From an optimization exercise on the open Yosys and OpenROAD flow, aimed at small area; shortcuts taken in it are not production practice.
RTL that was checked went through simulation tests only; none was proved equivalent to the original.
Power figures rest on the tool's default switching activity, not on a simulated workload.

==> flow/design.v (excerpt) <==
module blsync (
    input  wire        clk,
    input  wire        rst,             
    input  wire        host_req,
    input  wire        host_we,
    input  wire [16:0] host_addr,
    input  wire [31:0] host_wdata,
    output reg  [31:0] host_rdata,
    output wire        host_err,
    input  wire        cancel_in,
    output wire        irq_done,
    output reg         line_open,
    output reg         line_cfg_get,
    output reg         line_cfg_set,
    output reg         line_close,
    output reg  [63:0] line_cfg_wdata,
    input  wire        line_ok,
    input  wire [63:0] line_cfg_rdata,
    output reg         tx_valid,
    output reg  [7:0]  tx_data,
    input  wire        tx_ready,
    input  wire        tx_error,
    input  wire        tx_closed,
    output reg         rx_pop,
    input  wire [1:0]  rx_kind,         
    input  wire [7:0]  rx_data
);
For scale: roughly 720 flip-flops, about 29,000 um^2 of cells after synthesis.
export LEC_CHECK = 0
export ABC_AREA = 1
export CAP_MARGIN = 20
export CORE_MARGIN = 5
export CORE_UTILIZATION = 60
export PLACE_DENSITY = 0.72
export SLEW_MARGIN = 20
create_clock -name core_clock -period 40.0 [get_ports {clk}]
standard.sh (not shown) runs the stock make flow with config.mk's settings and CLKGATE_MAP_FILE= SYNTH_SCRIPT=/design/flow/synth_recipe.tcl, a recipe that flattens the netlist after the stock synthesis.
==> flow/flow/run.sh <==
#!/bin/bash
# Own layout flow: the standard ORFS flow with three changes.
#  1. Synthesis is the standard flow's (synth_recipe.tcl, unchanged) except that Yosys's
#     abc call gets an area-oriented ABC script (flow/abc.script) and the
#     full-adder extraction is skipped (flow/synth_pre.tcl), so adders are
#     mapped by ABC too; the registers come from the same dfflibmap step,
#     so they are unchanged.
#  2. Port buffers are sky130_fd_sc_hd__buf_1 (BUFFER_PORTS_ARGS).
#  3. CTS options from flow/cts_args.txt.
# Each tool's output goes to a log file in this folder (make.log) and to
# ORFS's own per-step logs under orfs/logs.
set -euo pipefail
HERE=$(pwd)
ABC_SCRIPT=$(tr -d '\n' < "$HERE/flow/abc.script")
{
  cat "$HERE/flow/synth_pre.tcl"
  printf 'proc abc {args} {\n'
  printf '  set i [lsearch -exact $args -script]\n'
  printf '  if {$i >= 0} { set args [lreplace $args $i [expr {$i + 1}] -script {%s}] }\n' "$ABC_SCRIPT"
  printf '  yosys abc {*}$args\n'
  printf '}\n'
  cat "$HERE/synth_recipe.tcl"
} > "$HERE/own_synth.tcl"
CTS_ARGS_VAL=$(tr -d '\n' < "$HERE/flow/cts_args.txt")
sed -e "s#SYNTH_SCRIPT=[^ ]*#SYNTH_SCRIPT=$HERE/own_synth.tcl \"BUFFER_PORTS_ARGS=-buffer_cell sky130_fd_sc_hd__buf_1\" \"CTS_ARGS=$CTS_ARGS_VAL\"#" \
    "$HERE/standard.sh" > "$HERE/own_standard.sh"
bash "$HERE/own_standard.sh" finish > "$HERE/make.log" 2>&1
==> flow/flow/abc.script <==
+strash;ifraig;dc2;strash;&get,-n;&deepsyn,-T,60;&put;dc2;&get,-n;&dch,-f;&nf,-R,1000;&put;&get,-n;&st;&dch,-f;&nf,-R,1000;&put
==> flow/flow/cts_args.txt <==
-sink_clustering_enable -repair_clock_nets -dont_use_dummy_load -buf_list sky130_fd_sc_hd__clkbuf_16 -sink_clustering_size 33 -sink_clustering_max_diameter 80
==> flow/flow/synth_pre.tcl <==
proc extract_fa {args} {}
Change:
==> flow/flow/cts_args.txt (replaced) <==
-sink_clustering_enable -repair_clock_nets -dont_use_dummy_load -buf_list sky130_fd_sc_hd__clkbuf_16 -sink_clustering_size 30 -sink_clustering_max_diameter 80
The new run completed with no timing, DRC or antenna violations.
Setup slack degrades by 4.6 ps.
Hold slack is about the same.
Register-to-register slack gains 50 ps.
Clock-buffer cell count is higher by 1.
Flip-flop and latch count stays the same.
Via count barely changes.
Power rose by 0.37%.
Sequential power hardly moves.
Die area is unchanged.
Fmax hardly moves.
Area after synthesis stays the same.
Change:
CORE_UTILIZATION = 55   (was 60)
PLACE_DENSITY = 0.68   (was 0.72)
Effect: The new run completed with no timing, DRC or antenna violations; cell count is higher by 2.4%; synthesized area stays the same; routed wire length barely changes.


job 103:
Another version of the RTL of blsync (not shown whole).
Size in the first run: roughly 2300 cells after synthesis, roughly 730 flip-flops, roughly 240 I/O pins, roughly 30000 um^2 of cells after synthesis.
Settings: LEC_CHECK=0, ABC_AREA=1, CAP_MARGIN=20, CORE_MARGIN=2, CORE_UTILIZATION=40, SLEW_MARGIN=20; clock period 40.0 ns.
==> flow/flow/abc.script <==
+&get,-n;&st;&dch,-f;&nf,-R,1000;&put
==> flow/flow/cts_args.txt <==
-sink_clustering_enable -repair_clock_nets -dont_use_dummy_load -buf_list sky130_fd_sc_hd__clkbuf_16 -sink_clustering_size 30 -sink_clustering_max_diameter 80
Scripts as last shown in full above: flow/flow/run.sh, flow/flow/synth_pre.tcl
Modified inputs, job 105 compared to job 103
- changing CAP_MARGIN from 20 to 0
- changing SLEW_MARGIN from 20 to 0
[summary]
Portion of total power attributed to combinational logic: job 103 vs job 105 — no meaningful difference
In job 105, the worst setup slack came out 33 ps above the value in job 103.
The total placed cells including tap cells on job 103 is in line with that on job 105.
Function was not checked in any run of this note: the RTL went through the layout flow alone.


## run A
blsync, a different RTL version from the one above (not shown whole).
Size in the first run: about 2500 cells after synthesis, roughly 730 flip-flops, roughly 240 I/O pins, about 32000 sq um of cells after synthesis.
clock: 40.0 ns
lec_check: 0
abc_area: 1
cap_margin: 20
core_margin: 2
core_utilization: 40
slew_margin: 20
==> flow/flow/run.sh <==
#!/bin/bash
# Own layout flow: the standard ORFS flow with three changes.
#  1. Synthesis is the standard flow's (synth_recipe.tcl, unchanged) except that Yosys's
#     abc call gets an area-oriented ABC script (flow/abc.script); the
#     registers come from the same dfflibmap step, so they are unchanged.
#  2. Port buffers are sky130_fd_sc_hd__buf_1 (BUFFER_PORTS_ARGS).
#  3. CTS options from flow/cts_args.txt.
# Each tool's output goes to a log file in this folder (make.log) and to
# ORFS's own per-step logs under orfs/logs.
set -euo pipefail
HERE=$(pwd)
ABC_SCRIPT=$(tr -d '\n' < "$HERE/flow/abc.script")
{
  printf 'proc abc {args} {\n'
  printf '  set i [lsearch -exact $args -script]\n'
  printf '  if {$i >= 0} { set args [lreplace $args $i [expr {$i + 1}] -script {%s}] }\n' "$ABC_SCRIPT"
  printf '  yosys abc {*}$args\n'
  printf '}\n'
  cat "$HERE/synth_recipe.tcl"
} > "$HERE/own_synth.tcl"
CTS_ARGS_VAL=$(tr -d '\n' < "$HERE/flow/cts_args.txt")
sed -e "s#SYNTH_SCRIPT=[^ ]*#SYNTH_SCRIPT=$HERE/own_synth.tcl \"BUFFER_PORTS_ARGS=-buffer_cell sky130_fd_sc_hd__buf_1\" \"CTS_ARGS=$CTS_ARGS_VAL\"#" \
    "$HERE/standard.sh" > "$HERE/own_standard.sh"
bash "$HERE/own_standard.sh" finish > "$HERE/make.log" 2>&1
Scripts as last shown in full above: flow/flow/abc.script, flow/flow/cts_args.txt
Run A has completed all stages; timing, DRC and antenna checks passed.
Modified inputs, run B compared to run A
==> flow/flow/cts_args.txt <==
-sink_clustering_enable -repair_clock_nets -dont_use_dummy_load -buf_list sky130_fd_sc_hd__clkbuf_16 -sink_clustering_size 20 -sink_clustering_max_diameter 60
## What came out
The flow did not stop early for run A: all stages ran, and the layout cleared the timing, design-rule and antenna checks.
Run B: PASS, flow complete, no timing, DRC or antenna violations
Per the comparison of run B with run A, final wirelength +0.63%; sequential share of layout area -0.80 points.
[compare] base=run A new=run B: design area went up 480 sq um, global-route usage held, combinational power share went down 1.5 points, met3 global-route usage went up 0.41 points.
Diff run A..run B | final worst-path cycle share | negligible
No functional check of the RTL was part of any run of this note.


Setup of before:
Another version of the RTL of blsync (not shown whole).
Size: ~2000 cells after synthesis, ~720 flip-flops, about 29000 um2 of cells after synthesis.
Settings: LEC_CHECK=0, ABC_AREA=1, CAP_MARGIN=20, CORE_MARGIN=5, CORE_UTILIZATION=60, PLACE_DENSITY=0.72, SLEW_MARGIN=20; clock period 40.0 ns.
==> flow/flow/run.sh <==
#!/bin/bash
# Own layout flow: the standard ORFS flow with these changes.
#  1. Synthesis is the standard flow's (synth_recipe.tcl, unchanged) except that Yosys's
#     abc call gets an area-oriented ABC script (flow/abc.script) and the
#     full-adder extraction is skipped (flow/synth_pre.tcl), so adders are
#     mapped by ABC too; the registers come from the same dfflibmap step,
#     so they are unchanged.
#  2. Port buffers are sky130_fd_sc_hd__buf_1 (BUFFER_PORTS_ARGS).
#  3. CTS options from flow/cts_args.txt.
#  4. Extra ORFS make variables, one per line, from flow/make_vars.txt
#     (e.g. RECOVER_POWER, which downsizes cells off the critical paths).
# Each tool's output goes to a log file in this folder (make.log) and to
# ORFS's own per-step logs under orfs/logs.
set -euo pipefail
HERE=$(pwd)
ABC_SCRIPT=$(tr -d '\n' < "$HERE/flow/abc.script")
{
  cat "$HERE/flow/synth_pre.tcl"
  printf 'proc abc {args} {\n'
  printf '  set i [lsearch -exact $args -script]\n'
  printf '  if {$i >= 0} { set args [lreplace $args $i [expr {$i + 1}] -script {%s}] }\n' "$ABC_SCRIPT"
  printf '  yosys abc {*}$args\n'
  printf '}\n'
  cat "$HERE/synth_recipe.tcl"
} > "$HERE/own_synth.tcl"
CTS_ARGS_VAL=$(tr -d '\n' < "$HERE/flow/cts_args.txt")
EXTRA=""
if [[ -f "$HERE/flow/make_vars.txt" ]]; then
  while read -r line; do
    [[ -n "$line" ]] && EXTRA="$EXTRA \"$line\""
  done < "$HERE/flow/make_vars.txt"
fi
sed -e "s#SYNTH_SCRIPT=[^ ]*#SYNTH_SCRIPT=$HERE/own_synth.tcl \"BUFFER_PORTS_ARGS=-buffer_cell sky130_fd_sc_hd__buf_1\" \"CTS_ARGS=$CTS_ARGS_VAL\"$EXTRA#" \
    "$HERE/standard.sh" > "$HERE/own_standard.sh"
bash "$HERE/own_standard.sh" finish > "$HERE/make.log" 2>&1
==> flow/flow/abc.script <==
+strash;ifraig;dc2;strash;&get,-n;&deepsyn,-T,60;&put;dc2;&get,-n;&dch,-f;&nf,-R,1000;&put;&get,-n;&st;&dch,-f;&nf,-R,1000;&put
==> flow/flow/cts_args.txt <==
-sink_clustering_enable -repair_clock_nets -dont_use_dummy_load -buf_list sky130_fd_sc_hd__clkbuf_16 -sink_clustering_size 30 -sink_clustering_max_diameter 80
==> flow/flow/make_vars.txt <==
RECOVER_POWER=100
Scripts as last shown in full above: flow/flow/synth_pre.tcl
before: all stages done; final checks FAILED (max-capacitance violations, max-slew violations).
Input changes introduced in after (baseline for comparison: before):
-- flow/flow/run.sh --
<<< before, line 2
# Own layout flow: the standard ORFS flow with these changes.
>>> after, line 2
# Own layout flow: the standard ORFS flow with three changes.
<<< before, line 10
#  4. Extra ORFS make variables, one per line, from flow/make_vars.txt
#     (e.g. RECOVER_POWER, which downsizes cells off the critical paths).
>>> after, line 10
<<< before, line 27
EXTRA=""
if [[ -f "$HERE/flow/make_vars.txt" ]]; then
  while read -r line; do
    [[ -n "$line" ]] && EXTRA="$EXTRA \"$line\""
  done < "$HERE/flow/make_vars.txt"
fi
sed -e "s#SYNTH_SCRIPT=[^ ]*#SYNTH_SCRIPT=$HERE/own_synth.tcl \"BUFFER_PORTS_ARGS=-buffer_cell sky130_fd_sc_hd__buf_1\" \"CTS_ARGS=$CTS_ARGS_VAL\"$EXTRA#" \
>>> after, line 25
sed -e "s#SYNTH_SCRIPT=[^ ]*#SYNTH_SCRIPT=$HERE/own_synth.tcl \"BUFFER_PORTS_ARGS=-buffer_cell sky130_fd_sc_hd__buf_1\" \"CTS_ARGS=$CTS_ARGS_VAL\"#" \
removed: flow/flow/make_vars.txt
## What came out
Combinational gate power (after vs. before) increases slightly. after completed end to end with timing, DRC and antenna clean. Relative to before, the cell area of after is higher by 0.48%. Between after and before, register-to-register path setup slack is higher for after, before comes in under that. [compare] base=before new=after: tightest slew margin relative to the limit moved up; area growth from synthesis to final layout rose by 0.53 points; wire length per cell after detailed routing neither gained nor lost much; power per standard cell area went down about 0.4%. [after vs before] fraction of layout instances using a drive strength above 1: higher in after. Changes observed in after relative to before: via count of the first global-routing pass about even, final worst-path cycle share lost 3.3 points. Sequential share of layout area was lower in the run labelled after.

afterwards: timing with drivers on the ports:
How much do the figures lean on ideal ports? The routed layouts below were timed once more, with nothing changed but the port constraints.
Step 1 assumes that a clkbuf_16 drives the clock port and a buf_2 every other input.
Step 2, shift: input delay + t, output delay - t, t = (earliest + latest rising clock arrival at the registers) / 2. This alone moves slack from input paths to output paths.
Slacks: no drivers / after step 1 / after step 2; pairs: no drivers / after step 1.
run	t, ns	setup slack, ns	worst setup path after step 2
the first run of note 1	0.632	20.608 / 20.587 / 20.587	input to output
the second run of note 1	0.627	20.604 / 20.565 / 20.565	input to output
the third run of note 1	0.625	20.548 / 20.504 / 20.504	input to output
job 103	0.649	20.378 / 20.277 / 20.277	input to output
job 105	0.643	20.410 / 20.319 / 20.319	input to output
run A	0.638	20.200 / 20.092 / 20.092	input to output
run B	0.683	20.221 / 20.099 / 20.099	input to output
before	0.631	19.118 / 19.093 / 19.093	input to output
after	0.629	20.423 / 20.389 / 20.389	input to output
For run B, which loses most, drivers alone change the setup slack by -0.122 ns; drivers and shift together by -0.122 ns.
